This is an optimization exercise on Yosys and OpenROAD, whose aim is small area and a short achievable clock period, not a production implementation.
RTL that was checked went through simulation tests only; none was proved equivalent to the original.
Power and IR drop assume default switching activity.

==> inputs of build 51 <==
==> flow/design.v <==
module plic (
    input             clk,
    input             rst,           
    input             req_valid,
    input             req_write,
    input      [21:0] req_addr,      
    input      [31:0] req_wdata,
    output reg        rsp_valid,
    output reg [31:0] rsp_rdata,   
    input      [63:0] irq,
    output     [1:0]  eip
);
    reg [2:0]  prio [1:63];
    reg [63:1] ie0, ie1;
    reg [2:0]  thr0, thr1;
    reg [63:1] sa;    
    reg [63:1] sb;    
    wire aligned   = (req_addr[1:0] == 2'b00);
    wire is_prio   = aligned && (req_addr[21:8] == 14'd0);
    wire is_ie     = aligned && (req_addr[21:8] == 14'h20) && (req_addr[6:3] == 4'd0);
    wire ie_ctx    = req_addr[7];
    wire ie_word   = req_addr[2];
    wire is_ctxreg = aligned && (req_addr[21:13] == 9'h100) && (req_addr[11:3] == 9'd0);
    wire ctx_sel   = req_addr[12];
    wire is_thr    = is_ctxreg && !req_addr[2];
    wire is_claim  = is_ctxreg &&  req_addr[2];
    wire do_read  = req_valid && !req_write;
    wire do_write = req_valid &&  req_write;
    wire [63:1] pend = ~sa & sb;
    wire [63:1] p2, p1, p0;
    genvar g;
    generate
        for (g = 1; g < 64; g = g + 1) begin : pbits
            assign p2[g] = prio[g][2];
            assign p1[g] = prio[g][1];
            assign p0[g] = prio[g][0];
        end
    endgenerate
    wire [5:0] id0, id1;
    wire       el0, el1;
    plic_arb arb0 (.cand(pend & ie0), .p2(p2), .p1(p1), .p0(p0), .thr(thr0), .elig(el0), .id(id0));
    plic_arb arb1 (.cand(pend & ie1), .p2(p2), .p1(p1), .p0(p0), .thr(thr1), .elig(el1), .id(id1));
    assign eip = {el1, el0};
    wire [5:0] claim_id = ctx_sel ? id1 : id0;
    wire cl  = do_read  && is_claim;
    wire cp  = do_write && is_claim && (req_wdata[31:6] == 26'd0);
    wire pr  = do_read  && is_prio;
    wire pw  = do_write && is_prio;
    wire [5:0] idx = !is_ctxreg ? req_addr[7:2] : (req_write ? req_wdata[5:0] : claim_id);
    wire       qop = cl || cp || pr;
    wire [7:0] qh, ql, wh, wl;
    generate
        for (g = 0; g < 8; g = g + 1) begin : pre
            assign qh[g] = rst || (qop && idx[5:3] == g);
            assign ql[g] = rst || (idx[2:0] == g);
            assign wh[g] = rst || (pw && req_addr[7:5] == g);
            assign wl[g] = rst || (req_addr[4:2] == g);
        end
    endgenerate
    wire [63:1] dq, dw;
    generate
        for (g = 1; g < 64; g = g + 1) begin : decs
            assign dq[g] = qh[g/8] && ql[g%8];
            assign dw[g] = wh[g/8] && wl[g%8];
        end
    endgenerate
    wire t_all = !rst && cl;                     
    wire t0    = rst || (cl && !ctx_sel);         
    wire c0    = rst || (cp && !ctx_sel);         
    wire c1    = rst || (cp &&  ctx_sel);         
    reg [2:0] prio_rd;
    integer s;
    always @* begin
        prio_rd = 3'd0;
        for (s = 1; s < 64; s = s + 1)
            prio_rd = prio_rd | ({3{dq[s]}} & prio[s]);
    end
    wire [2:0] thr_rd = ctx_sel ? thr1 : thr0;
    wire [5:0] rd_lo  = ({6{is_prio}}  & {3'd0, prio_rd})
                      | ({6{is_thr}}   & {3'd0, thr_rd})
                      | ({6{is_claim}} & claim_id);
    reg [5:0] r_lo;
    reg [3:0] r_ie;    
    always @(posedge clk) begin
        rsp_valid <= !rst && do_read;
        r_lo      <= rd_lo;
        r_ie[0]   <= is_ie && !ie_ctx && !ie_word;
        r_ie[1]   <= is_ie && !ie_ctx &&  ie_word;
        r_ie[2]   <= is_ie &&  ie_ctx && !ie_word;
        r_ie[3]   <= is_ie &&  ie_ctx &&  ie_word;
    end
    always @* begin
        rsp_rdata = ({32{r_ie[0]}} & {ie0[31:1], 1'b0})
                  | ({32{r_ie[1]}} & ie0[63:32])
                  | ({32{r_ie[2]}} & {ie1[31:1], 1'b0})
                  | ({32{r_ie[3]}} & ie1[63:32])
                  | {26'd0, r_lo};
    end
    wire [31:0] wd = rst ? 32'd0 : req_wdata;
    always @(posedge clk) begin
        if (rst || (do_write && is_ie && !ie_ctx && !ie_word)) ie0[31:1]  <= wd[31:1];
        if (rst || (do_write && is_ie && !ie_ctx &&  ie_word)) ie0[63:32] <= wd;
        if (rst || (do_write && is_ie &&  ie_ctx && !ie_word)) ie1[31:1]  <= wd[31:1];
        if (rst || (do_write && is_ie &&  ie_ctx &&  ie_word)) ie1[63:32] <= wd;
        if (rst || (do_write && is_thr && !ctx_sel)) thr0 <= wd[2:0];
        if (rst || (do_write && is_thr &&  ctx_sel)) thr1 <= wd[2:0];
    end
    generate
        for (g = 1; g < 64; g = g + 1) begin : pregs
            always @(posedge clk)
                if (dw[g]) prio[g] <= wd[2:0];
        end
    endgenerate
    generate
        for (g = 1; g < 64; g = g + 1) begin : srcs
            always @(posedge clk) begin
                sa[g] <= (sa[g] && !(dq[g] && (sb[g] ? c1 : c0))) || (dq[g] && t_all);
                sb[g] <= sa[g] ? (sb[g] && !(dq[g] && c1))
                               : ((sb[g] || irq[g]) && !(dq[g] && t0));
            end
        end
    endgenerate
endmodule
module plic_arb (
    input  [63:1] cand,
    input  [63:1] p2, p1, p0,
    input  [2:0]  thr,
    output        elig,
    output [5:0]  id
);
    wire        b2 = |(cand & p2);
    wire [63:1] m2 = cand & (p2 | {63{~b2}});
    wire        b1 = |(m2 & p1);
    wire [63:1] m1 = m2 & (p1 | {63{~b1}});
    wire        b0 = |(m1 & p0);
    wire [63:1] m0 = m1 & (p0 | {63{~b0}});
    assign elig = ({b2, b1, b0} > thr);
    wire [63:0] v0 = {m0, 1'b0};
    wire [31:0] v1; wire [31:0] i1;
    wire [15:0] v2; wire [31:0] i2;
    wire [7:0]  v3; wire [23:0] i3;
    wire [3:0]  v4; wire [15:0] i4;
    wire [1:0]  v5; wire [9:0]  i5;
    genvar n;
    generate
        for (n = 0; n < 32; n = n + 1) begin : l1
            assign v1[n] = v0[2*n] | v0[2*n+1];
            assign i1[n] = ~v0[2*n];
        end
        for (n = 0; n < 16; n = n + 1) begin : l2
            assign v2[n] = v1[2*n] | v1[2*n+1];
            assign i2[2*n+1:2*n] = v1[2*n] ? {1'b0, i1[2*n]} : {1'b1, i1[2*n+1]};
        end
        for (n = 0; n < 8; n = n + 1) begin : l3
            assign v3[n] = v2[2*n] | v2[2*n+1];
            assign i3[3*n+2:3*n] = v2[2*n] ? {1'b0, i2[4*n+1:4*n]} : {1'b1, i2[4*n+3:4*n+2]};
        end
        for (n = 0; n < 4; n = n + 1) begin : l4
            assign v4[n] = v3[2*n] | v3[2*n+1];
            assign i4[4*n+3:4*n] = v3[2*n] ? {1'b0, i3[6*n+2:6*n]} : {1'b1, i3[6*n+5:6*n+3]};
        end
        for (n = 0; n < 2; n = n + 1) begin : l5
            assign v5[n] = v4[2*n] | v4[2*n+1];
            assign i5[5*n+4:5*n] = v4[2*n] ? {1'b0, i4[8*n+3:8*n]} : {1'b1, i4[8*n+7:8*n+4]};
        end
    endgenerate
    wire [5:0] idx = v5[0] ? {1'b0, i5[4:0]} : {1'b1, i5[9:5]};
    assign id = elig ? idx : 6'd0;
endmodule
==> flow/flow/run.sh <==
#!/bin/bash
# Layout flow: the standard flow (standard.sh), with two changes:
#  * synthesis maps the logic with an area-oriented ABC script (flow/abc_area.script)
#    in place of ORFS's delay-oriented one; everything else in synthesis (register
#    mapping, flattening, renaming) is the standard flow's own script, unchanged;
#  * repair_timing aims at a setup margin (flow/margin.txt) so that the I/O paths
#    that set the achieved period are sized up.
# Each tool's output goes to a log file of its own here (and ORFS's logs under orfs/logs).
set -euo pipefail
W=$PWD
F=$W/flow
# The standard flow's synthesis, with the ABC script replaced
sed "s#^\( *\)log_cmd abc {\*}\$abc_args#\1set abc_args [lreplace \$abc_args 1 1 $F/abc_area.script]\n\1log_cmd abc {*}\$abc_args#" \
    "$FLOW_HOME/scripts/synth.tcl" > "$W/area_synth_core.tcl"
grep -q "abc_area.script" "$W/area_synth_core.tcl"
sed "s#source \$::env(SCRIPTS_DIR)/synth.tcl#source $W/area_synth_core.tcl#" synth_recipe.tcl > "$W/area_synth.tcl"
grep -q "area_synth_core.tcl" "$W/area_synth.tcl"
MARGIN=$(cat "$F/margin.txt" 2>/dev/null || echo "")
sed "s#SYNTH_SCRIPT=[^ ]*#SYNTH_SCRIPT=$W/area_synth.tcl#" standard.sh > "$W/area_standard.sh"
if [[ -n "$MARGIN" ]]; then
  sed -i "s#CLKGATE_MAP_FILE= #CLKGATE_MAP_FILE= SETUP_SLACK_MARGIN=$MARGIN #" "$W/area_standard.sh"
fi
bash "$W/area_standard.sh" > "$W/flow_make.log" 2>&1
==> flow/flow/abc_area.script <==
strash
dch -f
amap
topo
==> flow/flow/margin.txt <==
73
==> flow/standard.sh <==
#!/bin/bash
# synth_recipe.tcl (not shown) runs the flow's synth.tcl, then flattens the netlist and writes it again
# the make line also repeats each setting of config.mk as NAME=value (left out here)
make -C /OpenROAD-flow-scripts/flow DESIGN_CONFIG=/design/flow/config.mk WORK_HOME=/design/flow/orfs CLKGATE_MAP_FILE= SYNTH_SCRIPT=/design/flow/synth_recipe.tcl "${@:-finish}"
==> flow/config.mk <==
export PLATFORM = sky130hd
export DESIGN_NAME = plic
export DESIGN_NICKNAME = plic
export VERILOG_FILES = /design/flow/design.v
export SDC_FILE = /design/flow/constraint.sdc
export NUM_CORES = 4
export LEC_CHECK = 0
export CAP_MARGIN = 30
export CORE_MARGIN = 2
export CORE_UTILIZATION = 35
export SLEW_MARGIN = 30
==> flow/constraint.sdc <==
create_clock -name core_clock -period 95.0 [get_ports {clk}]
set_input_delay 19.0000 -clock core_clock [delete_from_list [all_inputs] [get_ports {clk}]]
set_output_delay 19.0000 -clock core_clock [all_outputs]
set_load 0.01 [all_outputs]
==> inputs of build 11, as changes to build 51 <==
--- a/flow/design.v
+++ b/flow/design.v
@@ -8,3 +8,3 @@
     output reg        rsp_valid,
-    output reg [31:0] rsp_rdata,   
+    output reg [31:0] rsp_rdata,
     input      [63:0] irq,
@@ -44,28 +44,14 @@
     wire [5:0] claim_id = ctx_sel ? id1 : id0;
-    wire cl  = do_read  && is_claim;
-    wire cp  = do_write && is_claim && (req_wdata[31:6] == 26'd0);
-    wire pr  = do_read  && is_prio;
-    wire pw  = do_write && is_prio;
     wire [5:0] idx = !is_ctxreg ? req_addr[7:2] : (req_write ? req_wdata[5:0] : claim_id);
-    wire       qop = cl || cp || pr;
-    wire [7:0] qh, ql, wh, wl;
+    wire [63:1] dec;
     generate
-        for (g = 0; g < 8; g = g + 1) begin : pre
-            assign qh[g] = rst || (qop && idx[5:3] == g);
-            assign ql[g] = rst || (idx[2:0] == g);
-            assign wh[g] = rst || (pw && req_addr[7:5] == g);
-            assign wl[g] = rst || (req_addr[4:2] == g);
+        for (g = 1; g < 64; g = g + 1) begin : decs
+            assign dec[g] = (idx == g);
         end
     endgenerate
-    wire [63:1] dq, dw;
-    generate
-        for (g = 1; g < 64; g = g + 1) begin : decs
-            assign dq[g] = qh[g/8] && ql[g%8];
-            assign dw[g] = wh[g/8] && wl[g%8];
-        end
-    endgenerate
-    wire t_all = !rst && cl;                     
-    wire t0    = rst || (cl && !ctx_sel);         
-    wire c0    = rst || (cp && !ctx_sel);         
-    wire c1    = rst || (cp &&  ctx_sel);         
+    wire cl   = do_read  && is_claim;
+    wire cp   = do_write && is_claim && (req_wdata[31:6] == 26'd0);
+    wire cp0  = cp && !ctx_sel;
+    wire cp1  = cp &&  ctx_sel;
+    wire pw   = do_write && is_prio;
     reg [2:0] prio_rd;
@@ -75,24 +61,16 @@
         for (s = 1; s < 64; s = s + 1)
-            prio_rd = prio_rd | ({3{dq[s]}} & prio[s]);
+            prio_rd = prio_rd | ({3{dec[s]}} & prio[s]);
     end
-    wire [2:0] thr_rd = ctx_sel ? thr1 : thr0;
-    wire [5:0] rd_lo  = ({6{is_prio}}  & {3'd0, prio_rd})
-                      | ({6{is_thr}}   & {3'd0, thr_rd})
-                      | ({6{is_claim}} & claim_id);
-    reg [5:0] r_lo;
-    reg [3:0] r_ie;    
+    wire [63:0] ie0x = {ie0, 1'b0};
+    wire [63:0] ie1x = {ie1, 1'b0};
+    wire [31:0] ie_rd = ie_ctx ? (ie_word ? ie1x[63:32] : ie1x[31:0])
+                               : (ie_word ? ie0x[63:32] : ie0x[31:0]);
+    wire [2:0]  thr_rd = ctx_sel ? thr1 : thr0;
+    wire [31:0] rdata = ({32{is_prio}}  & {29'd0, prio_rd})
+                      | ({32{is_ie}}    & ie_rd)
+                      | ({32{is_thr}}   & {29'd0, thr_rd})
+                      | ({32{is_claim}} & {26'd0, claim_id});
     always @(posedge clk) begin
         rsp_valid <= !rst && do_read;
-        r_lo      <= rd_lo;
-        r_ie[0]   <= is_ie && !ie_ctx && !ie_word;
-        r_ie[1]   <= is_ie && !ie_ctx &&  ie_word;
-        r_ie[2]   <= is_ie &&  ie_ctx && !ie_word;
-        r_ie[3]   <= is_ie &&  ie_ctx &&  ie_word;
-    end
-    always @* begin
-        rsp_rdata = ({32{r_ie[0]}} & {ie0[31:1], 1'b0})
-                  | ({32{r_ie[1]}} & ie0[63:32])
-                  | ({32{r_ie[2]}} & {ie1[31:1], 1'b0})
-                  | ({32{r_ie[3]}} & ie1[63:32])
-                  | {26'd0, r_lo};
+        rsp_rdata <= rdata;
     end
@@ -110,3 +88,3 @@
             always @(posedge clk)
-                if (dw[g]) prio[g] <= wd[2:0];
+                if (rst || (pw && dec[g])) prio[g] <= wd[2:0];
         end
@@ -115,6 +93,19 @@
         for (g = 1; g < 64; g = g + 1) begin : srcs
+            wire take = cl && dec[g];
+            wire done = dec[g] && (sb[g] ? cp1 : cp0);
             always @(posedge clk) begin
-                sa[g] <= (sa[g] && !(dq[g] && (sb[g] ? c1 : c0))) || (dq[g] && t_all);
-                sb[g] <= sa[g] ? (sb[g] && !(dq[g] && c1))
-                               : ((sb[g] || irq[g]) && !(dq[g] && t0));
+                if (rst) begin
+                    sa[g] <= 1'b0;
+                    sb[g] <= 1'b0;
+                end else if (take) begin
+                    sa[g] <= 1'b1;
+                    sb[g] <= ctx_sel;
+                end else if (sa[g]) begin
+                    if (done) begin
+                        sa[g] <= 1'b0;
+                        sb[g] <= 1'b0;
+                    end
+                end else begin
+                    sb[g] <= sb[g] | irq[g];
+                end
             end
==> flow/run.sh (new file) <==
#!/bin/bash
# synth_recipe.tcl (not shown) runs the flow's synth.tcl, then flattens the netlist and writes it again
# the make line also repeats each setting of config.mk as NAME=value (left out here)
make -C /OpenROAD-flow-scripts/flow DESIGN_CONFIG=/design/flow/config.mk WORK_HOME=/design/flow/orfs CLKGATE_MAP_FILE= SYNTH_SCRIPT=/design/flow/synth_recipe.tcl finish
removed: flow/flow/run.sh
removed: flow/flow/abc_area.script
removed: flow/flow/margin.txt
removed: flow/standard.sh
==> results.txt <==
metric                                                                                 build 11                build 51
Status                                                                           finished clean          finished clean
Clock insertion delay at the later pin of the skew report                                680 ps                  620 ps
Period minus WS final                                                                 29,000 ps               28,090 ps
Total setup buffers inserted after CTS                                                        0                      70
Slowest library cell on the worst path                                                    or4_4                 a32oi_4
Depth of the critical timing path with buffers and inverters included                        24                      70
Critical path class                                                    flip-flop to output port  input pin to flip-flop
Crit path from                                                            prio[33][2]$_DFFE_PP_             req_addr[6]
Final setup slack of the worst path                                                   66,000 ps               66,910 ps
Drt total wl                                                                         259,000 um              128,000 um
Die area                                                                           96,200 sq um            73,300 sq um
Multi-input gate share of total cell area                                                 48.4%                   38.9%
Switching component of the power                                                         270 uW                  183 uW
Post-layout net count                                                                     3,797                   3,304
Number of sinks handled by clock tree synthesis                                             480                     458
Instance count along the most critical hold path                                              2                       1
Synthesized Nets                                                                          3,681                   2,941
Row count                                                                                   112                      97
Fmax                                                                                 0.0345 GHz              0.0356 GHz
Int Power                                                                                417 uW                  381 uW
No functional check of the RTL was part of build 51.

==> re-timing with driven ports <==
Ports are ideal in the flow. The routed layouts listed here were re-timed in OpenROAD. Step 1 assumes that a clkbuf_16 drives the clock port and a buf_2 every other input. Step 2, shift: input delay + t, output delay - t, t = (earliest + latest rising clock arrival at the registers) / 2. This alone moves slack from input paths to output paths. Slacks: ideal ports / drivers / drivers and shift; pairs: ideal ports / drivers.
run | shift t [ns] | setup slack, ns | worst hold slack (ns) | clock arrival spread, ns | cell pins on the clock port's net
build 51 | 0.675 | 66.914 / 66.937 / 66.262 | 0.448 / 0.448 / 0.448 | 0.022 / 0.022 | 1
build 11 | 0.750 | 65.997 / 65.918 / 66.668 | 0.497 / 0.497 / 0.497 | 0.026 / 0.025 | 1
After both steps setup and hold are still met in every run listed. For build 51, which loses most, drivers alone change the setup slack by +0.023 ns; drivers and shift together by -0.652 ns.
